From an optimization exercise on the open Yosys and OpenROAD flow, aimed at small area, a short achievable clock period and few clock cycles per item; shortcuts taken in it are not production practice.
In this exercise RTL edits were held to simulation tests only and were not proved equivalent to the original.
Power and IR drop assume default switching activity.

==> flow/design.v <==
module mm_muldiv (
    input  wire        clk,
    input  wire        rst,       
    input  wire        start,     
    input  wire [1:0]  op,
    input  wire [23:0] a_in,
    input  wire [23:0] l_in,
    input  wire [23:0] m_in,
    output wire        busy,
    output wire        done,      
    output reg  [23:0] a_out,
    output reg  [23:0] l_out,
    output reg         err
);
    localparam OP_MPY = 2'd0;
    localparam OP_SMP = 2'd1;
    localparam OP_MPM = 2'd2;
    localparam OP_DIV = 2'd3;
    reg        busy_r;
    reg [4:0]  cnt;        
    reg        is_div;
    reg        dz;         
    reg        ovf;        
    reg        sgn_q;      
    reg        sgn_r;      
    reg [22:0] opnd;       
    reg [23:0] hi;         
    reg [23:0] hc;         
    reg        cin;        
    reg [45:0] lo;         
    reg [24:0] opnd3;      
    assign busy = busy_r;
    assign done = busy_r && (cnt == 5'd1);
    wire [31:0] pp0 = lo[0] ? {9'd0, opnd}       : 32'd0;
    wire [31:0] pp1 = lo[1] ? {8'd0, opnd, 1'b0} : 32'd0;
    wire [31:0] pp2 = lo[2] ? {7'd0, opnd, 2'b0} : 32'd0;
    wire [31:0] pp3 = lo[3] ? {6'd0, opnd, 3'b0} : 32'd0;
    wire [31:0] pp4 = lo[4] ? {5'd0, opnd, 4'b0} : 32'd0;
    wire [31:0] pp5 = lo[5] ? {4'd0, opnd, 5'b0} : 32'd0;
    wire [31:0] pp6 = lo[6] ? {3'd0, opnd, 6'b0} : 32'd0;
    wire [31:0] pp7 = lo[7] ? {2'd0, opnd, 7'b0} : 32'd0;
    wire [31:0] ph  = {8'd0, hi};
    wire [31:0] pc  = {8'd0, hc};
    function [63:0] csa(input [31:0] x, input [31:0] y, input [31:0] z);
        csa = {((x & y) | (x & z) | (y & z)) << 1, x ^ y ^ z};
    endfunction
    wire [63:0] l1a = csa(pp0, pp1, pp2);
    wire [63:0] l1b = csa(pp3, pp4, pp5);
    wire [63:0] l1c = csa(pp6, pp7, ph);
    wire [63:0] l2a = csa(l1a[31:0], l1a[63:32], l1b[31:0]);
    wire [63:0] l2b = csa(l1b[63:32], l1c[31:0], l1c[63:32]);
    wire [63:0] l3a = csa(l2a[31:0], l2a[63:32], l2b[31:0]);
    wire [63:0] l4a = csa(l3a[31:0], l3a[63:32], l2b[63:32]);
    wire [63:0] l5a = csa(l4a[31:0], l4a[63:32], pc);
    wire [31:0] ms  = l5a[31:0];
    wire [31:0] mc  = l5a[63:32];
    wire [8:0]  mlow = {1'b0, ms[7:0]} + {1'b0, mc[7:0]} + {8'd0, cin};
    wire [24:0] mfin = {hi, 1'b1} + {hc, cin};
    wire [24:0] dt  = {hi[22:0], lo[45:44]};
    wire [25:0] ds1 = {1'b0, dt} - {3'b000, opnd};
    wire [25:0] ds2 = {1'b0, dt} - {2'b00, opnd, 1'b0};
    wire [25:0] ds3 = {1'b0, dt} - {1'b0, opnd3};
    wire [1:0]  dq  = !ds3[25] ? 2'd3 : !ds2[25] ? 2'd2 : !ds1[25] ? 2'd1 : 2'd0;
    wire [22:0] d_r = !ds3[25] ? ds3[22:0] : !ds2[25] ? ds2[22:0] :
                      !ds1[25] ? ds1[22:0] : dt[22:0];
    wire [22:0] a_mag = a_in[22:0];
    wire [22:0] m_mag = m_in[22:0];
    always @(posedge clk) begin
        if (rst) begin
            busy_r <= 1'b0;
            cnt    <= 5'd0;
        end else if (start && !busy_r) begin
            busy_r <= 1'b1;
            is_div <= (op == OP_DIV);
            dz     <= 1'b0;
            ovf    <= 1'b0;
            sgn_r  <= a_in[23];
            sgn_q  <= (op == OP_MPM) ? 1'b0 : (a_in[23] ^ m_in[23]);
            hi     <= 24'd0;
            hc     <= 24'd0;
            cin    <= 1'b0;
            cnt    <= 5'd4;
            case (op)
                OP_SMP: begin
                    opnd <= {14'd0, m_mag[22:14]};
                    lo   <= {36'd0, a_mag[22:14], 1'b0};
                end
                OP_DIV: begin
                    opnd <= m_mag;
                    opnd3 <= {2'b00, m_mag} + {1'b0, m_mag, 1'b0};
                    if (m_mag == 23'd0) begin
                        dz  <= 1'b1;
                        hi  <= a_in;
                        lo  <= {22'd0, l_in};
                        cnt <= 5'd1;
                    end else if (a_mag >= m_mag) begin
                        ovf <= 1'b1;
                        lo  <= {a_mag, l_in[22:0]};
                        cnt <= 5'd23;
                    end else begin
                        hi  <= {2'b00, a_mag[22:1]};
                        lo  <= {a_mag[0], l_in[22:0], 22'd0};
                        cnt <= 5'd12;
                    end
                end
                default: begin
                    opnd <= m_mag;
                    lo   <= {22'd0, a_mag, 1'b0};
                end
            endcase
        end else if (busy_r) begin
            if (is_div) begin
                hi <= {1'b0, d_r};
                lo <= {lo[43:0], dq};
            end else begin
                hi  <= ms[31:8];
                hc  <= mc[31:8];
                cin <= mlow[8];
                lo  <= {22'd0, mlow[7:0], lo[23:8]};
            end
            cnt <= cnt - 5'd1;
            if (cnt == 5'd1)
                busy_r <= 1'b0;
        end
    end
    always @(*) begin
        if (dz) begin
            a_out = hi;
            l_out = lo[23:0];
            err   = 1'b1;
        end else if (is_div) begin
            a_out = {sgn_q, ovf ? 23'h7FFFFF : {lo[20:0], dq}};
            l_out = {sgn_r & (d_r != 23'd0), d_r};
            err   = ovf;
        end else begin
            a_out = {sgn_q, mfin[23:1]};
            l_out = {1'b0, lo[23:1]};
            err   = 1'b0;
        end
    end
endmodule
module mm_core (
    input  wire        clk,
    input  wire        rst,              
    input  wire        d37c_mode,        
    input  wire [23:0] discrete_in_a,
    input  wire [23:0] discrete_in_b,
    input  wire [23:0] countdown_init,   
    output reg         mem_req,
    output reg         mem_we,
    output reg  [12:0] mem_addr,
    output reg  [23:0] mem_wdata,
    input  wire        mem_ready,
    input  wire [23:0] mem_rdata,
    output reg         retire,
    output reg         ret_telemetry,
    output wire [23:0] acc_a,
    output wire [23:0] acc_l,
    output wire [12:0] loc_i,
    output reg         halted,
    output reg         error,
    output reg  [23:0] discrete_out_a,
    output wire [15:0] voltage_out0,
    output wire [15:0] voltage_out1,
    output wire [15:0] voltage_out2,
    output reg  [1:0]  binary_out0,
    output reg  [1:0]  binary_out1,
    output reg  [1:0]  binary_out2,
    output reg  [2:0]  phase,
    output reg  [23:0] fine_countdown,
    output reg         countdown_enabled,
    output reg  [6:0]  current_sector,
    output reg  [31:0] cycle_count
);
    localparam [5:0] CH_F = 6'o52, CH_H = 6'o54, CH_E = 6'o56, CH_U = 6'o60,
                     CH_L = 6'o64, CH_V = 6'o70, CH_R = 6'o72, CH_FS = 6'o50;
    function is_loop(input [5:0] ch);
        is_loop = (ch == CH_F) || (ch == CH_H) || (ch == CH_E) || (ch == CH_U) ||
                  (ch == CH_L) || (ch == CH_V) || (ch == CH_R);
    endfunction
    function is_bulk(input [5:0] ch);
        is_bulk = (ch < 6'd47) && (ch != CH_F) && (ch != CH_H) && (ch != CH_E);
    endfunction
    function needs_opnd(input [3:0] o);
        needs_opnd = (o == 4'd1) || (o == 4'd4) || (o == 4'd5) || (o == 4'd7) ||
                     (o == 4'd9) || (o >= 4'd12);
    endfunction
    function bulk_opnd(input [23:0] w);
        bulk_opnd = needs_opnd(w[23:20]) && is_bulk(w[14:9]);
    endfunction
    function [36:0] loop_sel(input [5:0] ch, input [3:0] sec);
        reg [15:0] d16;
        reg [7:0]  d8;
        reg [3:0]  d4;
        integer    j;
        begin
            for (j = 0; j < 16; j = j + 1) d16[j] = (sec == j);
            for (j = 0; j < 8; j = j + 1)  d8[j]  = (sec[2:0] == j);
            for (j = 0; j < 4; j = j + 1)  d4[j]  = (sec[1:0] == j);
            loop_sel = {ch == CH_U,
                        d4  & {4{ch == CH_R}},
                        d4  & {4{ch == CH_V}},
                        d16 & {16{ch == CH_H}},
                        d8  & {8{ch == CH_E}},
                        d4  & {4{ch == CH_F}}};
        end
    endfunction
    function [36:0] fs_sel(input [2:0] k, input [3:0] sec);
        case (k)
            3'd1:    fs_sel = loop_sel(CH_F, sec);
            3'd4:    fs_sel = loop_sel(CH_E, sec);
            3'd6:    fs_sel = loop_sel(CH_H, sec);
            3'd7:    fs_sel = loop_sel(CH_U, sec);
            default: fs_sel = 37'd0;
        endcase
    endfunction
    localparam [2:0] S_F = 3'd0, S_O = 3'd1, S_X = 3'd2, S_M = 3'd3, S_W = 3'd4,
                     S_HALT = 3'd5, S_R = 3'd6, S_FL = 3'd7;
    reg  [2:0]  state;
    reg  [23:0] a_r, l_r;       
    reg  [12:0] i_r;            
    reg  [23:0] ir;             
    reg  [23:0] mr;             
    reg  [8:0]  vo0, vo1, vo2;  
    assign acc_a = a_r;
    assign acc_l = l_r;
    assign loc_i = i_r;
    assign voltage_out0 = {7'd0, vo0};
    assign voltage_out1 = {7'd0, vo1};
    assign voltage_out2 = {7'd0, vo2};
    wire [3:0] op   = ir[23:20];
    wire       flag = ir[19];
    wire [3:0] sp   = ir[18:15];
    wire [5:0] c    = ir[14:9];
    wire [6:0] s    = ir[8:2];
    wire [2:0] fc   = s[2:0];
    wire is_md      = (op == 4'd4) || (op == 4'd5) || (op == 4'd7);
    wire flag_store = flag && (is_md || (op == 4'd9) || (op >= 4'd12));
    wire fs_bulk    = flag_store && (fc == 3'd3);
    wire c_bulk     = is_bulk(c);
    wire is_sto     = (op == 4'd11);
    wire sto_bulk   = is_sto && c_bulk;
    wire is_hpr     = (op == 4'd8) && (s[6:1] == 6'h09);
    reg  [36:0] we_r;           
    wire [24*37-1:0] lw_flat;
    genvar g;
    generate
        for (g = 0; g < 37; g = g + 1) begin : loopw
            reg [23:0] w;
            always @(posedge clk) begin
                if (rst)
                    w <= 24'd0;
                else if (we_r[g])
                    w <= a_r;
            end
            assign lw_flat[g*24 +: 24] = w;
        end
    endgenerate
    wire        i_bulk = is_bulk(i_r[12:7]);
    reg  [12:0] rd_addr;
    always @(*) begin
        if (state == S_F && !i_bulk)
            rd_addr = i_r;
        else if (state == S_FL)
            rd_addr = mr[14:2];
        else if (state == S_R)
            rd_addr = {c, s};
        else
            rd_addr = mem_rdata[14:2];
    end
    wire [36:0] rd_sel = loop_sel(rd_addr[12:7], rd_addr[3:0]);
    wire        rd_l   = (rd_addr[12:7] == CH_L);
    reg [23:0] rd_or;
    integer k;
    always @(*) begin
        rd_or = {24{rd_l}} & l_r;
        for (k = 0; k < 37; k = k + 1)
            rd_or = rd_or | ({24{rd_sel[k]}} & lw_flat[k*24 +: 24]);
    end
    wire        fwd     = |(we_r & rd_sel);
    wire [23:0] rd_word = fwd ? a_r : rd_or;
    wire [23:0] mv      = mr;    
    wire [1:0]  md_op = (op == 4'd5) ? 2'd0 :
                        (op == 4'd4) ? 2'd1 :
                        d37c_mode    ? 2'd3 : 2'd2;
    wire        md_busy, md_done, md_err;
    wire [23:0] md_a, md_l;
    mm_muldiv u_md (
        .clk(clk), .rst(rst),
        .start(state == S_X && is_md), .op(md_op),
        .a_in(a_r), .l_in(l_r), .m_in(mv),
        .busy(md_busy), .done(md_done),
        .a_out(md_a), .l_out(md_l), .err(md_err)
    );
    reg       mf_en;        
    reg [2:0] mf_fc;
    reg [3:0] mf_sec;
    reg       mf_bulk;      
    reg       mf_tel;
    reg       pf_have;      
    reg       pf_opnd;      
    reg       pf_hz;        
    function [23:0] sm_add(input [23:0] a, input [23:0] b, input sub);
        reg        sa, sb, same, lt, nz;
        reg [23:0] sum, dif;
        reg [22:0] neg, mag;
        begin
            sa   = a[23];
            sb   = b[23] ^ sub;
            same = (sa == sb);
            sum  = {1'b0, a[22:0]} + {1'b0, b[22:0]};
            dif  = {1'b0, a[22:0]} - {1'b0, b[22:0]};
            neg  = b[22:0] - a[22:0];
            lt   = dif[23];
            if (same) begin
                mag = sum[23] ? 23'h7FFFFF : sum[22:0];
                nz  = (a[22:0] != 23'd0) || (b[22:0] != 23'd0);
                sm_add = {sa & nz, mag};
            end else begin
                mag = lt ? neg : dif[22:0];
                nz  = (a[22:0] != b[22:0]);
                sm_add = {(lt ? sb : sa) & nz, mag};
            end
        end
    endfunction
    function [11:0] clamp12(input [11:0] x, input [11:0] y);
        reg [11:0] ax, ay, ny;
        begin
            ax = x[11] ? (~x + 12'd1) : x;
            ay = y[11] ? (~y + 12'd1) : y;
            ny = ~y + 12'd1;
            if (ax > ay)
                clamp12 = (x[11] == y[11]) ? y : ny;
            else
                clamp12 = x;
        end
    endfunction
    wire [3:0]  sh_sub = s[6:3];
    wire [3:0]  sh_n   = (s[2:0] == 3'd0) ? 4'd8 : {1'b0, s[2:0]};
    wire [11:0] a_hi   = a_r[23:12];
    wire [11:0] a_lo   = a_r[11:0];
    wire [47:0] a_dbl  = {a_r, a_r};
    wire [47:0] rotl   = a_dbl << sh_n;
    wire [47:0] rotr   = a_dbl >> sh_n;
    reg  [23:0] sh_res;
    always @(*) begin
        case (sh_sub)
            4'd8:    sh_res = {a_hi << sh_n, a_lo << sh_n};
            4'd9:    sh_res = a_r << sh_n;
            4'd10:   sh_res = {a_hi << sh_n, a_lo};
            4'd11:   sh_res = d37c_mode ? rotl[47:24] : {a_hi, a_lo << sh_n};
            4'd12:   sh_res = {a_hi >> sh_n, a_lo >> sh_n};
            4'd13:   sh_res = a_r >> sh_n;
            4'd14:   sh_res = {a_hi >> sh_n, a_lo};
            4'd15:   sh_res = d37c_mode ? rotr[23:0] : {a_hi, a_lo >> sh_n};
            default: sh_res = a_r;
        endcase
    end
    wire [5:0] sp_sub = s[6:1];      
    reg [23:0] x_a;      
    always @(*) begin
        x_a = a_r;
        case (op)
            4'd0:  x_a = sh_res;
            4'd1:  x_a = {clamp12(a_hi, mv[23:12]), clamp12(a_lo, mv[11:0])};
            4'd8: begin
                case (sp_sub)
                    6'h10: if (d37c_mode) x_a = a_r | l_r;
                    6'h11: x_a = a_r & l_r;
                    6'h12: x_a = a_r | 24'h800000;
                    6'h13: x_a = a_r ^ 24'h800000;
                    6'h14: x_a = discrete_in_b;
                    6'h15: x_a = discrete_in_a;
                    default: ;
                endcase
            end
            4'd9:  x_a = mv;
            4'd12: x_a = {a_hi + mv[23:12], a_lo + mv[11:0]};
            4'd13: x_a = sm_add(a_r, mv, 1'b0);
            4'd14: x_a = {a_hi - mv[23:12], a_lo - mv[11:0]};
            4'd15: x_a = sm_add(a_r, mv, 1'b1);
            default: ;
        endcase
    end
    wire taken = (op == 4'd10) ||
                 (op == 4'd6 && a_r[23]) ||
                 (op == 4'd2 && (d37c_mode ? (a_r[22:0] == 23'd0) : a_r[23]));
    wire [12:0] next_i = taken ? {c, s} : {i_r[12:7], 3'd0, sp};
    wire        next_bulk = is_bulk(next_i[12:7]);
    wire x_go    = (state == S_X) && !is_md && !(sto_bulk && !mem_ready);
    wire x_pf    = (state == S_X) && !is_md && !sto_bulk && !fs_bulk && !is_hpr && next_bulk;
    wire m_fetch = (state == S_M) && !pf_have && !mf_bulk && i_bulk;
    wire m_opnd  = (state == S_M) && pf_have && !pf_opnd && !pf_hz && bulk_opnd(ir);
    wire wb      = (state == S_M) && md_done;
    always @(*) begin
        mem_req   = 1'b0;
        mem_we    = 1'b0;
        mem_addr  = {c, s};
        mem_wdata = a_r;
        case (state)
            S_F: begin
                mem_req  = i_bulk;
                mem_addr = i_r;
            end
            S_O: mem_req = 1'b1;
            S_X: begin
                if (sto_bulk) begin
                    mem_req = 1'b1;
                    mem_we  = 1'b1;
                end else begin
                    mem_req  = x_pf;
                    mem_addr = next_i;
                end
            end
            S_M: begin
                mem_req = m_fetch || m_opnd;
                if (m_fetch) mem_addr = i_r;
            end
            S_W: begin
                mem_req  = 1'b1;
                mem_we   = 1'b1;
                mem_addr = {CH_FS, s - 7'd2};
            end
            default: ;
        endcase
    end
    reg [36:0] we_n;
    always @(*) begin
        we_n = 37'd0;
        if (wb && mf_en)
            we_n = fs_sel(mf_fc, mf_sec);
        else if (x_go) begin
            if (is_sto)
                we_n = loop_sel(c, s[3:0]);
            else if (flag_store)
                we_n = fs_sel(fc, s[3:0]);
        end
    end
    always @(posedge clk) begin
        if (rst)
            we_r <= 37'd0;
        else
            we_r <= we_n;
    end
    wire fetch_bus = mem_ready && (((state == S_F) && i_bulk) || (x_go && x_pf) || m_fetch);
    wire [23:0] fw = mem_rdata;
    wire fw_bulk_opnd = bulk_opnd(fw);
    wire fw_loop_opnd = needs_opnd(fw[23:20]) && !is_bulk(fw[14:9]);
    wire x_l_wr = (is_sto && c == CH_L) || (flag_store && fc == 3'd5);
    wire [36:0] mf_sel = mf_en ? fs_sel(mf_fc, mf_sec) : 37'd0;
    wire fw_hz = (state == S_M) ? (rd_l || |(mf_sel & rd_sel))
                                : ((state == S_X) && (|(we_n & rd_sel) || (x_l_wr && rd_l)));
    wire [2:0] fw_next = fw_bulk_opnd ? S_O : (fw_loop_opnd && fw_hz) ? S_R : S_X;
    wire ce_next = (op == 4'd8 && sp_sub == 6'h18) ? 1'b0 :
                   (op == 4'd8 && sp_sub == 6'h19) ? 1'b1 : countdown_enabled;
    always @(posedge clk) begin
        if (rst) begin
            state             <= S_F;
            a_r               <= 24'd0;
            l_r               <= 24'd0;
            i_r               <= 13'd0;
            ir                <= 24'd0;
            mr                <= 24'd0;
            retire            <= 1'b0;
            ret_telemetry     <= 1'b0;
            halted            <= 1'b0;
            error             <= 1'b0;
            discrete_out_a    <= 24'd0;
            vo0               <= 9'd0;
            vo1               <= 9'd0;
            vo2               <= 9'd0;
            binary_out0       <= 2'd0;
            binary_out1       <= 2'd0;
            binary_out2       <= 2'd0;
            phase             <= 3'd0;
            fine_countdown    <= countdown_init;
            countdown_enabled <= 1'b0;
            current_sector    <= 7'd0;
            cycle_count       <= 32'd0;
            mf_en             <= 1'b0;
            mf_fc             <= 3'd0;
            mf_sec            <= 4'd0;
            mf_bulk           <= 1'b0;
            mf_tel            <= 1'b0;
            pf_have           <= 1'b0;
            pf_opnd           <= 1'b0;
            pf_hz             <= 1'b0;
        end else begin
            retire        <= 1'b0;
            ret_telemetry <= 1'b0;
            if (fetch_bus) begin
                ir <= fw;
                mr <= rd_word;
            end
            case (state)
                S_F: begin
                    if (!i_bulk) begin
                        mr    <= rd_word;
                        state <= S_FL;
                    end else if (fetch_bus)
                        state <= fw_next;
                end
                S_FL: begin
                    ir    <= mr;
                    mr    <= rd_word;
                    state <= bulk_opnd(mr) ? S_O : S_X;
                end
                S_R: begin
                    mr    <= rd_word;
                    state <= S_X;
                end
                S_O: begin
                    if (mem_ready) begin
                        mr    <= mem_rdata;
                        state <= S_X;
                    end
                end
                S_X: begin
                    if (is_md) begin
                        i_r     <= next_i;
                        mf_en   <= flag_store;
                        mf_fc   <= fc;
                        mf_sec  <= s[3:0];
                        mf_bulk <= fs_bulk;
                        mf_tel  <= flag_store && (fc == 3'd2);
                        pf_have <= 1'b0;
                        pf_opnd <= 1'b0;
                        pf_hz   <= 1'b0;
                        state   <= S_M;
                    end else if (x_go) begin
                        a_r <= x_a;
                        if (is_sto && c == CH_L)
                            l_r <= a_r;
                        if (flag_store && fc == 3'd5)
                            l_r <= x_a;
                        if (op == 4'd8) begin
                            case (sp_sub)
                                6'h01: binary_out2 <= a_r[23:22];
                                6'h04: binary_out0 <= a_r[23:22];
                                6'h05: binary_out1 <= a_r[23:22];
                                6'h0B: discrete_out_a <= a_r;
                                6'h0C: vo0 <= a_r[23:15];
                                6'h0D: vo1 <= a_r[23:15];
                                6'h0E: vo2 <= a_r[23:15];
                                6'h1E, 6'h1F: phase <= s[2:0];
                                default: ;
                            endcase
                        end
                        countdown_enabled <= ce_next;
                        ret_telemetry     <= flag_store && (fc == 3'd2);
                        retire            <= 1'b1;
                        i_r               <= next_i;
                        current_sector    <= current_sector + 7'd1;
                        cycle_count       <= cycle_count + 32'd1;
                        if (ce_next && fine_countdown != 24'd0)
                            fine_countdown <= fine_countdown - 24'd1;
                        if (is_hpr) begin
                            halted <= 1'b1;
                            state  <= S_HALT;
                        end else if (fs_bulk)
                            state <= S_W;
                        else if (fetch_bus)
                            state <= fw_next;
                        else
                            state <= S_F;
                    end
                end
                S_M: begin
                    if (fetch_bus) begin
                        pf_have <= 1'b1;
                        pf_opnd <= !fw_bulk_opnd && !(fw_loop_opnd && fw_hz);
                        pf_hz   <= fw_loop_opnd && fw_hz;
                    end
                    if (m_opnd && mem_ready) begin
                        mr      <= mem_rdata;
                        pf_opnd <= 1'b1;
                    end
                    if (wb) begin
                        a_r <= md_a;
                        l_r <= (mf_en && mf_fc == 3'd5) ? md_a : md_l;
                        if (md_err) error <= 1'b1;
                        ret_telemetry  <= mf_tel;
                        retire         <= 1'b1;
                        current_sector <= current_sector + 7'd1;
                        cycle_count    <= cycle_count + 32'd1;
                        if (countdown_enabled && fine_countdown != 24'd0)
                            fine_countdown <= fine_countdown - 24'd1;
                        if (mf_bulk)
                            state <= S_W;
                        else if (fetch_bus)
                            state <= fw_next;
                        else if (!pf_have)
                            state <= S_F;
                        else if (pf_hz)
                            state <= S_R;
                        else if (!pf_opnd && !(m_opnd && mem_ready))
                            state <= S_O;
                        else
                            state <= S_X;
                    end
                end
                S_W: if (mem_ready) state <= S_F;
                default: ;   
            endcase
        end
    end
endmodule
==> flow/run.sh <==
#!/bin/bash
# synth_recipe.tcl (not shown) runs the flow's synth.tcl, then flattens the netlist and writes it again
# the make line also repeats each setting of config.mk as NAME=value (left out here)
make -C /OpenROAD-flow-scripts/flow DESIGN_CONFIG=/design/flow/config.mk WORK_HOME=/design/flow/orfs CLKGATE_MAP_FILE= SYNTH_SCRIPT=/design/flow/synth_recipe.tcl finish
==> flow/config.mk <==
export PLATFORM = sky130hd
export DESIGN_NAME = mm_core
export DESIGN_NICKNAME = mm_core
export VERILOG_FILES = /design/flow/design.v
export SDC_FILE = /design/flow/constraint.sdc
export NUM_CORES = 4
export LEC_CHECK = 0
export CAP_MARGIN = 20
export CORE_MARGIN = 2
export CORE_UTILIZATION = 40
export SLEW_MARGIN = 20
==> flow/constraint.sdc <==
create_clock -name core_clock -period 9.0 [get_ports {clk}]
set_input_delay 1.8000 -clock core_clock [delete_from_list [all_inputs] [get_ports {clk}]]
set_output_delay 1.8000 -clock core_clock [all_outputs]
set_load 0.01 [all_outputs]
==> results of run 1 <==
## cells in the mapped netlist (all sizes together), types with 21 or more instances
library cell	n	share of area
mux2	21	0.0029
o21a	40	0.0036
dfxtp	1155	0.28
and2	162	0.012
a22oi	196	0.018
a211o	23	0.0024
fa	182	0.044
buf	223	0.013
clkbuf	650	0.029
o22ai	52	0.0039
a31oi	53	0.0040
edfxtp	172	0.062
a221oi	159	0.017
a21oi	540	0.033
nand4	102	0.0077
o21bai	27	0.0024
nor4	51	0.0050
a221o	29	0.0035
and3	30	0.0023
nand2b	54	0.0041
nand2	736	0.033
o221ai	34	0.0036
o31ai	42	0.0038
a22o	125	0.013
or3	32	0.0024
nor2b	65	0.0049
o211ai	47	0.0043
nor2	1511	0.068
a211oi	70	0.0063
inv	481	0.022
ha	310	0.047
nor3	126	0.0077
nand3	132	0.0081
a311oi	34	0.0036
o21ai	409	0.025
a222oi	93	0.011
xor2	76	0.0080
mux2i	998	0.12
xnor2	198	0.021
a21o	98	0.0089
## how the worst max path moves through the flow
stage	from	end	slack [ns]	depth (start not counted)
finish	a_r[16]	mem_addr[10]	2.03	13
global route	a_r[16]	mem_addr[10]	1.80	13
CTS	a_r[16]	mem_addr[10]	2.12	13
detailed placement	mem_rdata[11]	mr[6]	2.23	14
global placement	mem_rdata[11]	mr[6]	2.12	14
floorplan	rst	u_md.hi[0]	3.00	5
## power by group
| part | leakage, nW | switching, mW | total, mW | internal (mW) |
|---|---|---|---|---|
| Sequential | 10.9 | 0.571 | 6.79 | 6.22 |
| Clock | 2.49 | 2.68 | 6.37 | 3.69 |
| Combinational | 21.1 | 7.43 | 10.7 | 3.25 |
| Total | 34.5 | 10.7 | 23.8 | 13.2 |
## placed cells by master (no fill, tap or decap), types with 102 or more instances in the layout
cell and count:
nor2_1 1494, edfxtp_1 172, xnor2_1 198, a22o_1 125, clkdlybuf4s50_1 326, and2_1 158
clkbuf_16 156, nand4_1 102, nor3_1 121, a221oi_1 159, inv_1 480, fa_1 182
nand2_1 736, a22oi_1 196, nand3_1 131, mux2i_1 994, buf_4 289, dfxtp_1 1091
o21ai_0 389, a21oi_1 537, ha_1 310
## metrics by stage
stage | area [µm²] | utilization
detailed placement | 88800 | 0.430
global placement | 88800 | 0.430
finish | 93900 | 0.455
global route | 93900 | 0.454
floorplan | 83000 | -
CTS | 93900 | 0.454
## logic make-up (layout without fill, tap and decap cells)
logic type	after synthesis	count (layout)	synth area share
AO/OA/AOI/OAI	2249	2249	0.186
XOR/XNOR	274	274	0.0289
adder cells (fa/ha/maj)	493	493	0.0908
buffers and inverters	1371	1383	0.0654
flip-flops	1327	1327	0.341
multiplexers	1024	1024	0.125
other	1	32	0.0000452
AND/OR/NAND/NOR	3066	3066	0.162
## state kept, by name, indices dropped and copies added (netlist names), 23 cells and up
signal and count:
loopw.w 888, u_md.lo 46, we_r 37, cycle_count 32, u_md.opnd3 25, a_r 24, discrete_out_a 24, fine_countdown 24
l_r 24, mr 24, u_md.hc 24, u_md.hi 24, u_md.opnd 23
## per-layer routing
layer | vias to the layer above | wire [µm] | track usage
met5 | - | 160 | 0
met4 | 18 | 33400 | 0.259
met3 | 1301 | 43800 | 0.100
met2 | 5017 | 178000 | 0.575
met1 | 39400 | 158000 | 0.467
li1 | 34400 | - | -
## layout make-up
class | instances | area [µm²]
diodes | 11 | 27.5
repair buffers | 621 | 5530
multi-input cells | 7127 | 49600
well taps | 2704 | 3380
clock inverters | 43 | 547
inverters | 498 | 1870
fillers | 20300 | 113000
flip-flops and latches | 1327 | 28400
clock buffers | 221 | 4540
## critical path, stage by stage, from the launching register on
cell	delay, ns
dfxtp_4	0.60
nor4_1	0.55
nand4_1	0.19
nor3_1	0.64
a31oi_1	0.20
o32ai_1	0.28
nand2_1	0.24
nand2_1	0.29
o21ai_0	0.12
nand2_1	0.10
and2_1	0.25
mux2i_1	0.23
nand2_1	0.07
clkdlybuf4s50_1	0.49
==> metrics.cfg, run 1 <==
[placement]
dp_slack_ns = 2.23
gp_congestion = 1.08
post-dp-hpwl_um = 288000
place_inst = 12300
port_buffers = 327

[global_routing]
antenna_found_initial = 34
grt_pass1_wl_um = 576000
grt_max_degree = 240
track_usage = 0.378
grt_pass1_vias = 75700
gr-total-overflow = 0

[setup_path]
rr_worst_depth = 16
crit_path_start_kind = flop
arrival_ns = 5.17
crit_required_ns = 7.20
cp-end-kind = output pin
r2r-start = a_r[2]
crit_type = flop to output pin
crit_path_max_fanout = 32
r2r_slack_ns = 2.50
reg2reg_to = l_r[22]

[floorplanning]
pin_count = 349
core_area_um2 = 207000
placementRows = 167
dieArea_um2 = 211000
die_height_um = 459
start_util = 0.401
fp.dieW_um = 459

[power_and_ir_drop]
total_power_mw = 23.8
p_per_area_nw_per_um2 = 254
p_leak_nw = 34.5
peakVddDrop_mv = 0.230

[route]
drt_iter0_markers = 11400
vias_per_cell = 6.38
finalWirelength_um = 413000
firstDrtPassIters = 10
drtAntennaViolNets = 0
wl_per_cell_um = 32.9
num_vias = 80100
drc = 0

[logic_synthesis]
synthArstFlopShare = 0
syn_inst = 9805
ys_seq_elements = 1327
ys_types = 93
synth_area_per_cell_um2 = 8.46
synth_edf_count = 172
syn_area_um2 = 82900
ys_warn_count = 2
synth-seq-area-share = 0.341
synth_flop_cell = dfxtp_1

[sta]
final-setup-viol-count = 0
finalMaxSlewViolations = 0
hold_viol_final = 0
slew_headroom = 0.167
rsz0062_at_grt = false
finClkSkew_ns = 0.0470
tns_ns = 0
min_period_over_period = 0.774
setup_ws_ns = 2.03
whs_ns = 0.456
fmax_ghz = 0.143
fin_crit_ns = 6.97
worstMarginPinSlew_ns = 1.25

[cts]
cts-resized-gates = 0
clock-sinks = 1327
postCtsHoldBufs = 0
cts_setup_buffers = 0
cts_tree = built
clk_root_buffer_cell = clkbuf_16
cts_buffers = 147
clk_pin_slew_ns = 0.06
clk_latency_ns = 0.84
ctsHtreeMaxLevel = 4
clockBufferDepth = 3

[worst_hold_path]
hp-start = discrete_out_a[2]
hold_class = flop to flop
hold_end = discrete_out_a[2]
whs_path_depth = 2

[layout]
drive_gt1_frac = 0.0727
stdcell_count = 12600
nets = 10300
area_delta_synth_final_pct = 13.3

[outcome]
status = no timing/DRC/antenna violations

[job]
cap_viol_max_count = 0

Testbench counts, summed over its fixed seeds: cycles 261,528, items 112,666.
==> inputs of run 2 (changes only) <==
--- a/flow/design.v
+++ b/flow/design.v
@@ -20,4 +20,5 @@
     reg [4:0]  cnt;        
     reg        is_div;
+    reg        smp;        
     reg        dz;         
     reg        ovf;        
@@ -32,14 +33,24 @@
     assign busy = busy_r;
     assign done = busy_r && (cnt == 5'd1);
-    wire [31:0] pp0 = lo[0] ? {9'd0, opnd}       : 32'd0;
-    wire [31:0] pp1 = lo[1] ? {8'd0, opnd, 1'b0} : 32'd0;
-    wire [31:0] pp2 = lo[2] ? {7'd0, opnd, 2'b0} : 32'd0;
-    wire [31:0] pp3 = lo[3] ? {6'd0, opnd, 3'b0} : 32'd0;
-    wire [31:0] pp4 = lo[4] ? {5'd0, opnd, 4'b0} : 32'd0;
-    wire [31:0] pp5 = lo[5] ? {4'd0, opnd, 5'b0} : 32'd0;
-    wire [31:0] pp6 = lo[6] ? {3'd0, opnd, 6'b0} : 32'd0;
-    wire [31:0] pp7 = lo[7] ? {2'd0, opnd, 7'b0} : 32'd0;
-    wire [31:0] ph  = {8'd0, hi};
-    wire [31:0] pc  = {8'd0, hc};
+    wire        mfirst    = start && !busy_r;
+    wire [22:0] a_mag     = a_in[22:0];
+    wire [22:0] m_mag     = m_in[22:0];
+    wire [22:0] opnd_in   = (op == OP_SMP) ? {14'd0, m_mag[22:14]} : m_mag;
+    wire [23:0] mplr_in   = (op == OP_SMP) ? {14'd0, a_mag[22:14], 1'b0} : {a_mag, 1'b0};
+    wire [22:0] c_opnd    = mfirst ? opnd_in : opnd;
+    wire [7:0]  c_bits    = mfirst ? mplr_in[7:0] : lo[7:0];
+    wire [23:0] c_hi      = hi;
+    wire [23:0] c_hc      = hc;
+    wire        c_cin     = cin;
+    wire [31:0] pp0 = c_bits[0] ? {9'd0, c_opnd}       : 32'd0;
+    wire [31:0] pp1 = c_bits[1] ? {8'd0, c_opnd, 1'b0} : 32'd0;
+    wire [31:0] pp2 = c_bits[2] ? {7'd0, c_opnd, 2'b0} : 32'd0;
+    wire [31:0] pp3 = c_bits[3] ? {6'd0, c_opnd, 3'b0} : 32'd0;
+    wire [31:0] pp4 = c_bits[4] ? {5'd0, c_opnd, 4'b0} : 32'd0;
+    wire [31:0] pp5 = c_bits[5] ? {4'd0, c_opnd, 5'b0} : 32'd0;
+    wire [31:0] pp6 = c_bits[6] ? {3'd0, c_opnd, 6'b0} : 32'd0;
+    wire [31:0] pp7 = c_bits[7] ? {2'd0, c_opnd, 7'b0} : 32'd0;
+    wire [31:0] ph  = {8'd0, c_hi};
+    wire [31:0] pc  = {8'd0, c_hc};
     function [63:0] csa(input [31:0] x, input [31:0] y, input [31:0] z);
         csa = {((x & y) | (x & z) | (y & z)) << 1, x ^ y ^ z};
@@ -55,5 +66,5 @@
     wire [31:0] ms  = l5a[31:0];
     wire [31:0] mc  = l5a[63:32];
-    wire [8:0]  mlow = {1'b0, ms[7:0]} + {1'b0, mc[7:0]} + {8'd0, cin};
+    wire [8:0]  mlow = {1'b0, ms[7:0]} + {1'b0, mc[7:0]} + {8'd0, c_cin};
     wire [24:0] mfin = {hi, 1'b1} + {hc, cin};
     wire [24:0] dt  = {hi[22:0], lo[45:44]};
@@ -64,27 +75,30 @@
     wire [22:0] d_r = !ds3[25] ? ds3[22:0] : !ds2[25] ? ds2[22:0] :
                       !ds1[25] ? ds1[22:0] : dt[22:0];
-    wire [22:0] a_mag = a_in[22:0];
-    wire [22:0] m_mag = m_in[22:0];
+    wire [23:0] d8_d = {1'b0, hi[14:0], lo[45:38]} - {1'b0, opnd};
+    wire        d8   = (hi[22:15] == 8'd0) && d8_d[23] && (cnt > 5'd4);
     always @(posedge clk) begin
         if (rst) begin
             busy_r <= 1'b0;
             cnt    <= 5'd0;
+            hi     <= 24'd0;
+            hc     <= 24'd0;
+            cin    <= 1'b0;
         end else if (start && !busy_r) begin
             busy_r <= 1'b1;
             is_div <= (op == OP_DIV);
+            smp    <= (op == OP_SMP);
             dz     <= 1'b0;
             ovf    <= 1'b0;
             sgn_r  <= a_in[23];
             sgn_q  <= (op == OP_MPM) ? 1'b0 : (a_in[23] ^ m_in[23]);
-            hi     <= 24'd0;
-            hc     <= 24'd0;
-            cin    <= 1'b0;
-            cnt    <= 5'd4;
+            hi     <= ms[31:8];
+            hc     <= mc[31:8];
+            cin    <= mlow[8];
+            cnt    <= (op == OP_SMP) ? 5'd2 : 5'd3;
+            opnd   <= opnd_in;
+            lo     <= {22'd0, mlow[7:0], mplr_in[23:8]};
             case (op)
-                OP_SMP: begin
-                    opnd <= {14'd0, m_mag[22:14]};
-                    lo   <= {36'd0, a_mag[22:14], 1'b0};
-                end
                 OP_DIV: begin
+                    hi  <= 24'd0;
                     opnd <= m_mag;
                     opnd3 <= {2'b00, m_mag} + {1'b0, m_mag, 1'b0};
@@ -104,11 +118,11 @@
                     end
                 end
-                default: begin
-                    opnd <= m_mag;
-                    lo   <= {22'd0, a_mag, 1'b0};
-                end
+                default: ;
             endcase
         end else if (busy_r) begin
-            if (is_div) begin
+            if (is_div && d8) begin
+                hi <= {1'b0, hi[14:0], lo[45:38]};
+                lo <= {lo[37:0], 8'd0};
+            end else if (is_div) begin
                 hi <= {1'b0, d_r};
                 lo <= {lo[43:0], dq};
@@ -119,7 +133,11 @@
                 lo  <= {22'd0, mlow[7:0], lo[23:8]};
             end
-            cnt <= cnt - 5'd1;
-            if (cnt == 5'd1)
+            cnt <= cnt - ((is_div && d8) ? 5'd4 : 5'd1);
+            if (cnt == 5'd1) begin
                 busy_r <= 1'b0;
+                hi     <= 24'd0;
+                hc     <= 24'd0;
+                cin    <= 1'b0;
+            end
         end
     end
@@ -134,6 +152,11 @@
             err   = ovf;
         end else begin
-            a_out = {sgn_q, mfin[23:1]};
-            l_out = {1'b0, lo[23:1]};
+            if (smp) begin
+                a_out = {sgn_q, 23'd0};
+                l_out = {1'b0, mfin[8:1], lo[23:9]};
+            end else begin
+                a_out = {sgn_q, mfin[23:1]};
+                l_out = {1'b0, lo[23:1]};
+            end
             err   = 1'b0;
         end
@@ -215,10 +238,12 @@
         endcase
     endfunction
-    localparam [2:0] S_F = 3'd0, S_O = 3'd1, S_X = 3'd2, S_M = 3'd3, S_W = 3'd4,
-                     S_HALT = 3'd5, S_R = 3'd6, S_FL = 3'd7;
-    reg  [2:0]  state;
+    localparam [3:0] S_F = 4'd0, S_O = 4'd1, S_X = 4'd8, S_M = 4'd3, S_W = 4'd4,
+                     S_HALT = 4'd5, S_R = 4'd6, S_FL = 4'd7;
+    reg  [3:0]  state;
+    wire        in_x = state[3];
     reg  [23:0] a_r, l_r;       
     reg  [12:0] i_r;            
     reg  [23:0] ir;             
+    reg  [9:0]  af;             
     reg  [23:0] mr;             
     reg  [8:0]  vo0, vo1, vo2;  
@@ -235,5 +260,5 @@
     wire [6:0] s    = ir[8:2];
     wire [2:0] fc   = s[2:0];
-    wire is_md      = (op == 4'd4) || (op == 4'd5) || (op == 4'd7);
+    wire is_md      = af[9];    
     wire flag_store = flag && (is_md || (op == 4'd9) || (op >= 4'd12));
     wire fs_bulk    = flag_store && (fc == 3'd3);
@@ -244,14 +269,18 @@
     reg  [36:0] we_r;           
     wire [24*37-1:0] lw_flat;
+    reg  [36:0] lw_valid;
+    always @(posedge clk) begin
+        if (rst)
+            lw_valid <= 37'd0;
+        else
+            lw_valid <= lw_valid | we_r;
+    end
     genvar g;
     generate
         for (g = 0; g < 37; g = g + 1) begin : loopw
             reg [23:0] w;
-            always @(posedge clk) begin
-                if (rst)
-                    w <= 24'd0;
-                else if (we_r[g])
+            always @(posedge clk)
+                if (we_r[g])
                     w <= a_r;
-            end
             assign lw_flat[g*24 +: 24] = w;
         end
@@ -276,5 +305,5 @@
         rd_or = {24{rd_l}} & l_r;
         for (k = 0; k < 37; k = k + 1)
-            rd_or = rd_or | ({24{rd_sel[k]}} & lw_flat[k*24 +: 24]);
+            rd_or = rd_or | ({24{rd_sel[k] & lw_valid[k]}} & lw_flat[k*24 +: 24]);
     end
     wire        fwd     = |(we_r & rd_sel);
@@ -288,5 +317,5 @@
     mm_muldiv u_md (
         .clk(clk), .rst(rst),
-        .start(state == S_X && is_md), .op(md_op),
+        .start(in_x && is_md), .op(md_op),
         .a_in(a_r), .l_in(l_r), .m_in(mv),
         .busy(md_busy), .done(md_done),
@@ -358,36 +387,49 @@
     end
     wire [5:0] sp_sub = s[6:1];      
-    reg [23:0] x_a;      
+    function [9:0] alu_dec(input [3:0] o);
+        begin
+            alu_dec    = 10'd0;
+            alu_dec[9] = (o == 4'd4) || (o == 4'd5) || (o == 4'd7);
+            alu_dec[0] = (o == 4'd0);
+            alu_dec[1] = (o == 4'd1);
+            alu_dec[2] = (o == 4'd8);
+            alu_dec[3] = (o == 4'd9);
+            alu_dec[4] = (o == 4'd12) || (o == 4'd14);
+            alu_dec[5] = (o == 4'd14);
+            alu_dec[6] = (o == 4'd13) || (o == 4'd15);
+            alu_dec[7] = (o == 4'd15);
+            alu_dec[8] = !(alu_dec[0] || alu_dec[1] || alu_dec[2] || alu_dec[3] ||
+                           alu_dec[4] || alu_dec[6]);
+        end
+    endfunction
+    reg [23:0] sp_res;   
     always @(*) begin
-        x_a = a_r;
-        case (op)
-            4'd0:  x_a = sh_res;
-            4'd1:  x_a = {clamp12(a_hi, mv[23:12]), clamp12(a_lo, mv[11:0])};
-            4'd8: begin
-                case (sp_sub)
-                    6'h10: if (d37c_mode) x_a = a_r | l_r;
-                    6'h11: x_a = a_r & l_r;
-                    6'h12: x_a = a_r | 24'h800000;
-                    6'h13: x_a = a_r ^ 24'h800000;
-                    6'h14: x_a = discrete_in_b;
-                    6'h15: x_a = discrete_in_a;
-                    default: ;
-                endcase
-            end
-            4'd9:  x_a = mv;
-            4'd12: x_a = {a_hi + mv[23:12], a_lo + mv[11:0]};
-            4'd13: x_a = sm_add(a_r, mv, 1'b0);
-            4'd14: x_a = {a_hi - mv[23:12], a_lo - mv[11:0]};
-            4'd15: x_a = sm_add(a_r, mv, 1'b1);
+        sp_res = a_r;
+        case (sp_sub)
+            6'h10: if (d37c_mode) sp_res = a_r | l_r;
+            6'h11: sp_res = a_r & l_r;
+            6'h12: sp_res = a_r | 24'h800000;
+            6'h13: sp_res = a_r ^ 24'h800000;
+            6'h14: sp_res = discrete_in_b;
+            6'h15: sp_res = discrete_in_a;
             default: ;
         endcase
     end
+    wire [23:0] scl_res  = {clamp12(a_hi, mv[23:12]), clamp12(a_lo, mv[11:0])};
+    wire [23:0] lane_res = af[5] ? {a_hi - mv[23:12], a_lo - mv[11:0]}
+                                 : {a_hi + mv[23:12], a_lo + mv[11:0]};
+    wire [23:0] add_res  = sm_add(a_r, mv, af[7]);
+    wire [23:0] x_a = ({24{af[0]}} & sh_res)  | ({24{af[1]}} & scl_res) |
+                      ({24{af[2]}} & sp_res)  | ({24{af[3]}} & mv)      |
+                      ({24{af[4]}} & lane_res) | ({24{af[6]}} & add_res) |
+                      ({24{af[8]}} & a_r);
+    reg  a_z;    
     wire taken = (op == 4'd10) ||
                  (op == 4'd6 && a_r[23]) ||
-                 (op == 4'd2 && (d37c_mode ? (a_r[22:0] == 23'd0) : a_r[23]));
+                 (op == 4'd2 && (d37c_mode ? a_z : a_r[23]));
     wire [12:0] next_i = taken ? {c, s} : {i_r[12:7], 3'd0, sp};
-    wire        next_bulk = is_bulk(next_i[12:7]);
-    wire x_go    = (state == S_X) && !is_md && !(sto_bulk && !mem_ready);
-    wire x_pf    = (state == S_X) && !is_md && !sto_bulk && !fs_bulk && !is_hpr && next_bulk;
+    wire        next_bulk = taken ? c_bulk : i_bulk;
+    wire x_go    = in_x && !is_md && !(sto_bulk && !mem_ready);
+    wire x_pf    = in_x && !is_md && !sto_bulk && !fs_bulk && !is_hpr && next_bulk;
     wire m_fetch = (state == S_M) && !pf_have && !mf_bulk && i_bulk;
     wire m_opnd  = (state == S_M) && pf_have && !pf_opnd && !pf_hz && bulk_opnd(ir);
@@ -405,11 +447,8 @@
             S_O: mem_req = 1'b1;
             S_X: begin
-                if (sto_bulk) begin
-                    mem_req = 1'b1;
-                    mem_we  = 1'b1;
-                end else begin
-                    mem_req  = x_pf;
-                    mem_addr = next_i;
-                end
+                mem_req = sto_bulk || x_pf;
+                mem_we  = sto_bulk;
+                if (!(sto_bulk || taken))
+                    mem_addr = {i_r[12:7], 3'd0, sp};
             end
             S_M: begin
@@ -450,6 +489,6 @@
     wire [36:0] mf_sel = mf_en ? fs_sel(mf_fc, mf_sec) : 37'd0;
     wire fw_hz = (state == S_M) ? (rd_l || |(mf_sel & rd_sel))
-                                : ((state == S_X) && (|(we_n & rd_sel) || (x_l_wr && rd_l)));
-    wire [2:0] fw_next = fw_bulk_opnd ? S_O : (fw_loop_opnd && fw_hz) ? S_R : S_X;
+                                : (in_x && (|(we_n & rd_sel) || (x_l_wr && rd_l)));
+    wire [3:0] fw_next = fw_bulk_opnd ? S_O : (fw_loop_opnd && fw_hz) ? S_R : S_X;
     wire ce_next = (op == 4'd8 && sp_sub == 6'h18) ? 1'b0 :
                    (op == 4'd8 && sp_sub == 6'h19) ? 1'b1 : countdown_enabled;
@@ -458,7 +497,9 @@
             state             <= S_F;
             a_r               <= 24'd0;
+            a_z               <= 1'b1;
             l_r               <= 24'd0;
             i_r               <= 13'd0;
             ir                <= 24'd0;
+            af                <= 10'h100;
             mr                <= 24'd0;
             retire            <= 1'b0;
@@ -491,4 +532,5 @@
             if (fetch_bus) begin
                 ir <= fw;
+                af <= alu_dec(fw[23:20]);
                 mr <= rd_word;
             end
@@ -503,4 +545,5 @@
                 S_FL: begin
                     ir    <= mr;
+                    af    <= alu_dec(mr[23:20]);
                     mr    <= rd_word;
                     state <= bulk_opnd(mr) ? S_O : S_X;
@@ -530,4 +573,5 @@
                     end else if (x_go) begin
                         a_r <= x_a;
+                        a_z <= (x_a[22:0] == 23'd0);
                         if (is_sto && c == CH_L)
                             l_r <= a_r;
@@ -578,4 +622,5 @@
                     if (wb) begin
                         a_r <= md_a;
+                        a_z <= (md_a[22:0] == 23'd0);
                         l_r <= (mf_en && mf_fc == 3'd5) ? md_a : md_l;
                         if (md_err) error <= 1'b1;
--- a/flow/config.mk
+++ b/flow/config.mk
@@ -8,4 +8,6 @@
 export CAP_MARGIN = 20
 export CORE_MARGIN = 2
-export CORE_UTILIZATION = 40
+export CORE_UTILIZATION = 65
+export PLACE_DENSITY = 0.72
+export SETUP_SLACK_MARGIN = 4.5
 export SLEW_MARGIN = 20
==> run 2 against run 1 <==
Effect of this change:
- the run now fails in global routing
- area after synthesis grew 2.0%
- synthesized cell count shrank 11%
==> metrics.cfg, run 2 <==
[global_routing]
grt_pass1_wl_um = 830000
gr-total-overflow = 1035
grt_max_degree = 139
track_usage = 0.868
grt_pass1_vias = 103000

[cts]
clockBufferDepth = 3
ctsHtreeMaxLevel = 4
clk_root_buffer_cell = clkbuf_16
postCtsHoldBufs = 0
clock-sinks = 1377
cts_buffers = 139

[logic_synthesis]
synth_area_per_cell_um2 = 9.68
synthSimpleGateAreaFrac = 0.145
synth_common_cells = 1012 x edfxtp_1, 899 x nand2_1, 764 x nor2_1
synth_edf_count = 1012
ys_seq_elements = 1377
synth_flop_cell = edfxtp_1
ys_types = 106
synthTopCellsByArea = edfxtp_1 36%, dfxtp_1 8.6%, ha_1 4.9%
syn_area_um2 = 84600
synth-xor-area-share = 0.0273
synth_top_family_by_area = compound AO/OA/AOI/OAI gates
synth_top_area_cell = edfxtp_1
synth_most_common_cell = edfxtp_1
synthAdderAreaFrac = 0.0926
synth-seq-area-share = 0.446
syn_inst = 8745
ys_warn_count = 2
muxShareOfSynthArea = 0.0269
synth-compound-area-share = 0.207
synth.top_cell.area_share = 0.359
synthArstFlopShare = 0

[placement]
dpl_cell_area_um2 = 90300
port_buffers = 327
gp_congestion = 1.14
post-dp-hpwl_um = 287000

[floorplanning]
placementRows = 132
pin_count = 349
fp.dieW_um = 365
die_height_um = 365
start_util = 0.654

[outcome]
error_line = [ERROR GRT-0116] Global routing finished with congestion. Check the congestion regions in the DRC Viewer.
stop_stage = global routing
status = stopped before the end

run 2: cell count changes after synthesis, sizes merged, moves of 34 or more:
cell and delta:
a211oi +53, a21oi +158, a222oi -34, and2 -118, and3 +77, buf -40
clkbuf -164, dfxtp -790, edfxtp +840, mux2i -835, nand2 +164, nand3 +112
nor2 -747, o211ai +47
run 2: worst min path at each step:
stage          slack [ns]               start  cells past startpoint            endpoint
3_3_place_gp         0.44         lw_valid[2]                      2         lw_valid[2]
2_1_floorplan        0.43         lw_valid[0]                      2         lw_valid[0]
4_1_cts              0.45  discrete_out_a[11]                      2  discrete_out_a[11]
3_5_place_dp         0.45  discrete_out_a[11]                      2  discrete_out_a[11]
run 2: power by group through the flow:
stage	Clock (mW)	Sequential, mW	Combinational (mW)
4_1_cts	6.17	7.78	11.9
3_5_place_dp	0	8.01	10.0
3_3_place_gp	0	8.01	9.94
2_1_floorplan	0	7.68	6.06
run 2: through the flow:
| step | util | setup WS, ns | std cells |
|---|---|---|---|
| 2_1_floorplan | - | 3.63 | 8765 |
| 3_3_place_gp | 0.698 | 2.15 | 10500 |
| 3_5_place_dp | 0.698 | 1.96 | 10500 |
| 4_1_cts | 0.797 | 3.37 | 11100 |
run 2: logic make-up after synthesis:
| logic type | after synthesis |
|---|---|
| AND/OR/NAND/NOR | 2641 |
| AO/OA/AOI/OAI | 2572 |
| flip-flops | 1377 |
| buffers and inverters | 1169 |
| adder cells (fa/ha/maj) | 517 |
| XOR/XNOR | 264 |
| multiplexers | 204 |
| other | 1 |
run 2: per-layer routing:
| metal | GRT overflow | track usage |
|---|---|---|
| met5 | 20 | 0.602 |
| met4 | 349 | 0.822 |
| met1 | 105 | 0.885 |
| met3 | 109 | 0.790 |
| met2 | 452 | 0.958 |
run 2: repair_timing:
| action | 4_1_cts |
|---|---|
| gates cloned | 34 |
| endpoints found under the setup margin | 256 |
| endpoints found under the hold margin | 0 |
| gates resized for setup | 1079 |
| buffers inserted | 379 |
| pin swaps | 369 |
Testbench counts of run 2, summed over its fixed seeds: cycles 237,244, items 112,666.
==> inputs of run 3 (changes only) <==
--- a/flow/design.v
+++ b/flow/design.v
@@ -28,19 +28,15 @@
     reg [23:0] hi;         
     reg [23:0] hc;         
-    reg        cin;        
+    reg [23:0] lc;         
     reg [45:0] lo;         
     reg [24:0] opnd3;      
     assign busy = busy_r;
     assign done = busy_r && (cnt == 5'd1);
-    wire        mfirst    = start && !busy_r;
     wire [22:0] a_mag     = a_in[22:0];
     wire [22:0] m_mag     = m_in[22:0];
-    wire [22:0] opnd_in   = (op == OP_SMP) ? {14'd0, m_mag[22:14]} : m_mag;
-    wire [23:0] mplr_in   = (op == OP_SMP) ? {14'd0, a_mag[22:14], 1'b0} : {a_mag, 1'b0};
-    wire [22:0] c_opnd    = mfirst ? opnd_in : opnd;
-    wire [7:0]  c_bits    = mfirst ? mplr_in[7:0] : lo[7:0];
+    wire [22:0] c_opnd    = opnd;
+    wire [7:0]  c_bits    = lo[7:0];
     wire [23:0] c_hi      = hi;
     wire [23:0] c_hc      = hc;
-    wire        c_cin     = cin;
     wire [31:0] pp0 = c_bits[0] ? {9'd0, c_opnd}       : 32'd0;
     wire [31:0] pp1 = c_bits[1] ? {8'd0, c_opnd, 1'b0} : 32'd0;
@@ -66,6 +62,7 @@
     wire [31:0] ms  = l5a[31:0];
     wire [31:0] mc  = l5a[63:32];
-    wire [8:0]  mlow = {1'b0, ms[7:0]} + {1'b0, mc[7:0]} + {8'd0, c_cin};
-    wire [24:0] mfin = {hi, 1'b1} + {hc, cin};
+    wire [47:0] mx1 = smp ? {8'd0, hi, lo[23:8]} : {hi, lo[23:0]};
+    wire [47:0] mx2 = smp ? {8'd0, hc, lc[23:8]} : {hc, lc};
+    wire [47:0] mfin = mx1 + mx2;      
     wire [24:0] dt  = {hi[22:0], lo[45:44]};
     wire [25:0] ds1 = {1'b0, dt} - {3'b000, opnd};
@@ -83,5 +80,4 @@
             hi     <= 24'd0;
             hc     <= 24'd0;
-            cin    <= 1'b0;
         end else if (start && !busy_r) begin
             busy_r <= 1'b1;
@@ -92,11 +88,10 @@
             sgn_r  <= a_in[23];
             sgn_q  <= (op == OP_MPM) ? 1'b0 : (a_in[23] ^ m_in[23]);
-            hi     <= ms[31:8];
-            hc     <= mc[31:8];
-            cin    <= mlow[8];
-            cnt    <= (op == OP_SMP) ? 5'd2 : 5'd3;
-            opnd   <= opnd_in;
-            lo     <= {22'd0, mlow[7:0], mplr_in[23:8]};
+            cnt    <= (op == OP_SMP) ? 5'd3 : 5'd4;
             case (op)
+                OP_SMP: begin
+                    opnd <= {14'd0, m_mag[22:14]};
+                    lo   <= {36'd0, a_mag[22:14], 1'b0};
+                end
                 OP_DIV: begin
                     hi  <= 24'd0;
@@ -118,5 +113,8 @@
                     end
                 end
-                default: ;
+                default: begin
+                    opnd <= m_mag;
+                    lo   <= {22'd0, a_mag, 1'b0};
+                end
             endcase
         end else if (busy_r) begin
@@ -130,6 +128,6 @@
                 hi  <= ms[31:8];
                 hc  <= mc[31:8];
-                cin <= mlow[8];
-                lo  <= {22'd0, mlow[7:0], lo[23:8]};
+                lo  <= {22'd0, ms[7:0], lo[23:8]};
+                lc  <= {mc[7:0], lc[23:8]};
             end
             cnt <= cnt - ((is_div && d8) ? 5'd4 : 5'd1);
@@ -138,5 +136,4 @@
                 hi     <= 24'd0;
                 hc     <= 24'd0;
-                cin    <= 1'b0;
             end
         end
@@ -152,11 +149,6 @@
             err   = ovf;
         end else begin
-            if (smp) begin
-                a_out = {sgn_q, 23'd0};
-                l_out = {1'b0, mfin[8:1], lo[23:9]};
-            end else begin
-                a_out = {sgn_q, mfin[23:1]};
-                l_out = {1'b0, lo[23:1]};
-            end
+            a_out = {sgn_q, mfin[46:24]};
+            l_out = {1'b0, mfin[23:1]};
             err   = 1'b0;
         end
@@ -246,4 +238,8 @@
     reg  [23:0] ir;             
     reg  [9:0]  af;             
+    reg         mode;           
+    reg  [6:0]  fs_sec;         
+    reg  [5:0]  sf;             
+    reg         i_bulk;         
     reg  [23:0] mr;             
     reg  [8:0]  vo0, vo1, vo2;  
@@ -263,7 +259,7 @@
     wire flag_store = flag && (is_md || (op == 4'd9) || (op >= 4'd12));
     wire fs_bulk    = flag_store && (fc == 3'd3);
-    wire c_bulk     = is_bulk(c);
+    wire c_bulk     = sf[0];
     wire is_sto     = (op == 4'd11);
-    wire sto_bulk   = is_sto && c_bulk;
+    wire sto_bulk   = sf[1];
     wire is_hpr     = (op == 4'd8) && (s[6:1] == 6'h09);
     reg  [36:0] we_r;           
@@ -286,5 +282,4 @@
         end
     endgenerate
-    wire        i_bulk = is_bulk(i_r[12:7]);
     reg  [12:0] rd_addr;
     always @(*) begin
@@ -312,5 +307,5 @@
     wire [1:0]  md_op = (op == 4'd5) ? 2'd0 :
                         (op == 4'd4) ? 2'd1 :
-                        d37c_mode    ? 2'd3 : 2'd2;
+                        mode    ? 2'd3 : 2'd2;
     wire        md_busy, md_done, md_err;
     wire [23:0] md_a, md_l;
@@ -378,9 +373,9 @@
             4'd9:    sh_res = a_r << sh_n;
             4'd10:   sh_res = {a_hi << sh_n, a_lo};
-            4'd11:   sh_res = d37c_mode ? rotl[47:24] : {a_hi, a_lo << sh_n};
+            4'd11:   sh_res = mode ? rotl[47:24] : {a_hi, a_lo << sh_n};
             4'd12:   sh_res = {a_hi >> sh_n, a_lo >> sh_n};
             4'd13:   sh_res = a_r >> sh_n;
             4'd14:   sh_res = {a_hi >> sh_n, a_lo};
-            4'd15:   sh_res = d37c_mode ? rotr[23:0] : {a_hi, a_lo >> sh_n};
+            4'd15:   sh_res = mode ? rotr[23:0] : {a_hi, a_lo >> sh_n};
             default: sh_res = a_r;
         endcase
@@ -407,5 +402,5 @@
         sp_res = a_r;
         case (sp_sub)
-            6'h10: if (d37c_mode) sp_res = a_r | l_r;
+            6'h10: if (mode) sp_res = a_r | l_r;
             6'h11: sp_res = a_r & l_r;
             6'h12: sp_res = a_r | 24'h800000;
@@ -424,12 +419,26 @@
                       ({24{af[4]}} & lane_res) | ({24{af[6]}} & add_res) |
                       ({24{af[8]}} & a_r);
-    reg  a_z;    
-    wire taken = (op == 4'd10) ||
-                 (op == 4'd6 && a_r[23]) ||
-                 (op == 4'd2 && (d37c_mode ? a_z : a_r[23]));
+    wire a_z = (a_r[22:0] == 23'd0);
+    function [5:0] seq_dec(input [23:0] w);
+        reg [3:0] o;
+        reg       cb, md, fsb;
+        begin
+            o   = w[23:20];
+            cb  = is_bulk(w[14:9]);
+            md  = (o == 4'd4) || (o == 4'd5) || (o == 4'd7);
+            fsb = w[19] && (md || (o == 4'd9) || (o >= 4'd12)) && (w[4:2] == 3'd3);
+            seq_dec = {o == 4'd2, o == 4'd6, o == 4'd10,
+                       !md && !(o == 4'd11 && cb) && !fsb && !(o == 4'd8 && w[8:3] == 6'h09),
+                       o == 4'd11 && cb, cb};
+        end
+    endfunction
+    wire tze_z      = sf[5] && mode;
+    wire taken_fast = sf[3] || (sf[4] && a_r[23]) || (sf[5] && !mode && a_r[23]);
+    wire taken      = taken_fast || (tze_z && a_z);
     wire [12:0] next_i = taken ? {c, s} : {i_r[12:7], 3'd0, sp};
     wire        next_bulk = taken ? c_bulk : i_bulk;
+    wire        pf_bulk   = taken_fast ? c_bulk : i_bulk;    
     wire x_go    = in_x && !is_md && !(sto_bulk && !mem_ready);
-    wire x_pf    = in_x && !is_md && !sto_bulk && !fs_bulk && !is_hpr && next_bulk;
+    wire x_pf    = in_x && sf[2] && !tze_z && pf_bulk;
     wire m_fetch = (state == S_M) && !pf_have && !mf_bulk && i_bulk;
     wire m_opnd  = (state == S_M) && pf_have && !pf_opnd && !pf_hz && bulk_opnd(ir);
@@ -449,5 +458,5 @@
                 mem_req = sto_bulk || x_pf;
                 mem_we  = sto_bulk;
-                if (!(sto_bulk || taken))
+                if (!(sto_bulk || taken_fast))
                     mem_addr = {i_r[12:7], 3'd0, sp};
             end
@@ -459,5 +468,5 @@
                 mem_req  = 1'b1;
                 mem_we   = 1'b1;
-                mem_addr = {CH_FS, s - 7'd2};
+                mem_addr = {CH_FS, fs_sec};
             end
             default: ;
@@ -497,9 +506,12 @@
             state             <= S_F;
             a_r               <= 24'd0;
-            a_z               <= 1'b1;
             l_r               <= 24'd0;
             i_r               <= 13'd0;
             ir                <= 24'd0;
             af                <= 10'h100;
+            mode              <= d37c_mode;
+            fs_sec            <= 7'd126;
+            sf                <= seq_dec(24'd0);
+            i_bulk            <= 1'b1;
             mr                <= 24'd0;
             retire            <= 1'b0;
@@ -533,4 +545,6 @@
                 ir <= fw;
                 af <= alu_dec(fw[23:20]);
+                fs_sec <= fw[8:2] - 7'd2;
+                sf <= seq_dec(fw);
                 mr <= rd_word;
             end
@@ -546,4 +560,6 @@
                     ir    <= mr;
                     af    <= alu_dec(mr[23:20]);
+                    fs_sec <= mr[8:2] - 7'd2;
+                    sf    <= seq_dec(mr);
                     mr    <= rd_word;
                     state <= bulk_opnd(mr) ? S_O : S_X;
@@ -562,4 +578,5 @@
                     if (is_md) begin
                         i_r     <= next_i;
+                        i_bulk  <= next_bulk;
                         mf_en   <= flag_store;
                         mf_fc   <= fc;
@@ -573,5 +590,4 @@
                     end else if (x_go) begin
                         a_r <= x_a;
-                        a_z <= (x_a[22:0] == 23'd0);
                         if (is_sto && c == CH_L)
                             l_r <= a_r;
@@ -595,4 +611,5 @@
                         retire            <= 1'b1;
                         i_r               <= next_i;
+                        i_bulk            <= next_bulk;
                         current_sector    <= current_sector + 7'd1;
                         cycle_count       <= cycle_count + 32'd1;
@@ -622,5 +639,4 @@
                     if (wb) begin
                         a_r <= md_a;
-                        a_z <= (md_a[22:0] == 23'd0);
                         l_r <= (mf_en && mf_fc == 3'd5) ? md_a : md_l;
                         if (md_err) error <= 1'b1;
--- a/flow/config.mk
+++ b/flow/config.mk
@@ -8,6 +8,5 @@
 export CAP_MARGIN = 20
 export CORE_MARGIN = 2
-export CORE_UTILIZATION = 65
-export PLACE_DENSITY = 0.72
-export SETUP_SLACK_MARGIN = 4.5
+export CORE_UTILIZATION = 45
+export SETUP_SLACK_MARGIN = 4.2
 export SLEW_MARGIN = 20
==> run 3 against run 2 <==
Effect of this change:
- now clean on timing, DRC and antenna
- synthesized cell count about the same
- area after synthesis up 1.1%
==> metrics.cfg, run 3 <==
[floorplanning]
fp.dieW_um = 440
start_util = 0.451
dieArea_um2 = 194000
core_area_um2 = 190000
pin_count = 349
die_height_um = 440
placementRows = 160

[route]
num_vias = 80900
finalWirelength_um = 441000
firstDrtPassIters = 7
drc = 0
drtAntennaViolNets = 0
vias_per_cell = 6.86
wl_per_cell_um = 37.4
drt_iter0_markers = 13000

[sta]
worstMarginPinSlew_ns = 1.19
hold_viol_final = 0
min_period_over_period = 0.543
fin_crit_ns = 4.88
rsz0062_at_grt = true
fmax_ghz = 0.205
slew_headroom = 0.201
finClkSkew_ns = 0.0516
whs_ns = 0.453
final-setup-viol-count = 0
tns_ns = 0
finalMaxSlewViolations = 0

[logic_synthesis]
synth-seq-area-share = 0.451
syn_area_um2 = 85500
ys_types = 103
synth.top_cell.area_share = 0.363
ys_seq_elements = 1410
synth_common_cells = 1034 x edfxtp_1, 782 x nor2_1, 764 x nand2_1
syn_inst = 8737
synthArstFlopShare = 0
ys_warn_count = 2
synth_top_area_cell = edfxtp_1
synth_flop_cell = edfxtp_1
synth_edf_count = 1034
synth_most_common_cell = edfxtp_1
synth_area_per_cell_um2 = 9.79
synthTopCellsByArea = edfxtp_1 36%, dfxtp_1 8.8%, ha_1 5.1%

[setup_path]
cp-end-kind = flop
rr_worst_depth = 14
crit_required_ns = 9.69
crit_type = primary input to flop
arrival_ns = 5.57
crit_path_start_kind = primary input
r2r_slack_ns = 4.13
crit_path_max_fanout = 25
setup.worst_path.end = mr[17]
cp-startpoint = mem_rdata[14]
r2r-start = a_r[4]
reg2reg_to = l_r[16]

[cts]
postCtsHoldBufs = 0
cts_buffers = 157
ctsHtreeMaxLevel = 4
clk_pin_slew_ns = 0.06
cts_tree = built
clockBufferDepth = 3
clock-sinks = 1410
clk_latency_ns = 0.86
clk_root_buffer_cell = clkbuf_16

[layout]
reg_top3 = loopw.w: 888 flops, u_md.lo: 46 flops
layout_commonest_cell = edfxtp_1
final_area_um2 = 101000
nets = 9740
area_delta_synth_final_pct = 18.6
largest_reg_flops = 888
drive_gt1_frac = 0.140
regMostFlops = loopw.w
final_cell_mix = 1034 x edfxtp_1, 759 x nor2_1, 751 x nand2_1

[power_and_ir_drop]
total_power_mw = 24.5
p_leak_nw = 37.4
peakVddDrop_mv = 0.524
p_per_area_nw_per_um2 = 241

[global_routing]
grt_pass1_wl_um = 599000
grt_pass1_vias = 75000
antenna_found_initial = 53
grt_max_degree = 141
track_usage = 0.440
gr-total-overflow = 0

[placement]
gp_congestion = 1.08
port_buffers = 327
dpl_cell_area_um2 = 92000
post-dp-hpwl_um = 299000

[worst_hold_path]
hold_class = flop to flop
whs_path_depth = 2

[outcome]
status = no timing/DRC/antenna violations

[job]
cap_viol_max_count = 0

[run 3: cell count changes after synthesis, sizes merged, moves of 45 or more]
| cell | change |
|---|---|
| a21oi | -77 |
| and2 | +79 |
| clkbuf | +48 |
| mux2 | +70 |
| mux2i | -45 |
| nand2 | -136 |
| o21ai | +72 |
[run 3: cells by family (layout without fill, tap and decap cells)]
| logic type | Yosys count | after routing | share of synthesized area |
|---|---|---|---|
| other cells | 1 | 51 | 0.0000439 |
| compound gates | 2584 | 2586 | 0.206 |
| simple gates | 2546 | 2551 | 0.139 |
| mux | 220 | 220 | 0.0282 |
| xor+xnor | 278 | 278 | 0.0285 |
| flops | 1410 | 1410 | 0.451 |
| buf+inv | 1170 | 1651 | 0.0545 |
| fa+ha+maj | 528 | 528 | 0.0931 |
[run 3: per-layer routing]
| metal | up-vias | GRT usage | wire, µm |
|---|---|---|---|
| met2 | 6009 | 0.634 | 185000 |
| met1 | 40000 | 0.554 | 163000 |
| li1 | 33200 | - | - |
| met4 | 60 | 0.302 | 35900 |
| met5 | - | 0.00794 | 705 |
| met3 | 1594 | 0.149 | 56200 |
[run 3: what timing repair did]
item	in CTS	in global routing
setup buffers	89	110
pin swaps	42	78
endpoints found under the setup margin	179	147
resized for setup	314	222
gates cloned	7	7
[run 3: area by class of cell]
cell class | instances | area (µm²)
sequential | 1410 | 38700
inverter | 497 | 2000
fill | 17000 | 88200
tap | 2511 | 3140
clock inverter | 79 | 992
clock buffer | 213 | 4330
antenna | 30 | 75.1
multi-input combinational | 6184 | 44200
timing repair buffer | 862 | 7980
[run 3: critical path: stages]
cell	delay (ns)
clkdlybuf4s50_1	0.44
buf_6	0.16
a22oi_2	0.22
buf_4	0.16
a2bb2oi_4	0.07
nand2_2	0.25
nor3_4	0.12
and3_1	0.22
buf_12	0.18
a22o_1	0.25
a221oi_1	0.83
nand4_1	0.27
nor3_1	0.25
a32o_1	0.19
a21oi_1	0.06
[run 3: worst min path at each step]
| stage | start | endpoint |
|---|---|---|
| after floorplan | fs_sec[1] | fs_sec[1] |
| after global placement | fs_sec[1] | fs_sec[1] |
| after detailed placement | fs_sec[1] | fs_sec[1] |
| after CTS | fs_sec[1] | fs_sec[1] |
| after global routing | fs_sec[1] | fs_sec[1] |
| final | fs_sec[1] | fs_sec[1] |
[run 3: through the flow]
stage | std cells | util | setup slack (ns)
3_3_place_gp | 11200 | 0.485 | 1.87
5_1_grt | 11800 | 0.535 | 4.07
2_1_floorplan | 8757 | - | 4.19
3_5_place_dp | 11300 | 0.485 | 1.83
6_report | 11800 | 0.535 | 4.12
4_1_cts | 11600 | 0.525 | 3.96
[run 3: where the power goes]
group / total (mW) / switching [mW] / internal (mW)
Combinational: 9.97 / 6.84 / 3.13
Sequential: 7.77 / 0.453 / 7.31
Clock: 6.74 / 2.91 / 3.82
Testbench counts of run 3, summed over its fixed seeds: cycles 250,912, items 112,666.

## what the ideal ports hide
Ports are ideal in the flow. The routed layouts listed here were re-timed in OpenROAD.
Step 1 sets driving cells, clkbuf_16 on the clock port and buf_2 on the other inputs (assumed; they add their load-dependent delay and slew).
Step 2 also shifts input and output timing later by t, the mid clock arrival at the registers, as if the neighbouring blocks saw the same clock.
a / b / c = ideal ports / drivers / drivers and shift; a / b = the first two.
run	t (ns)	setup slack, ns
run 1	0.910	2.031 / 1.938 / 2.042
run 3	0.943	4.116 / 4.068 / 3.258
After both steps setup and hold are still met in every run listed.
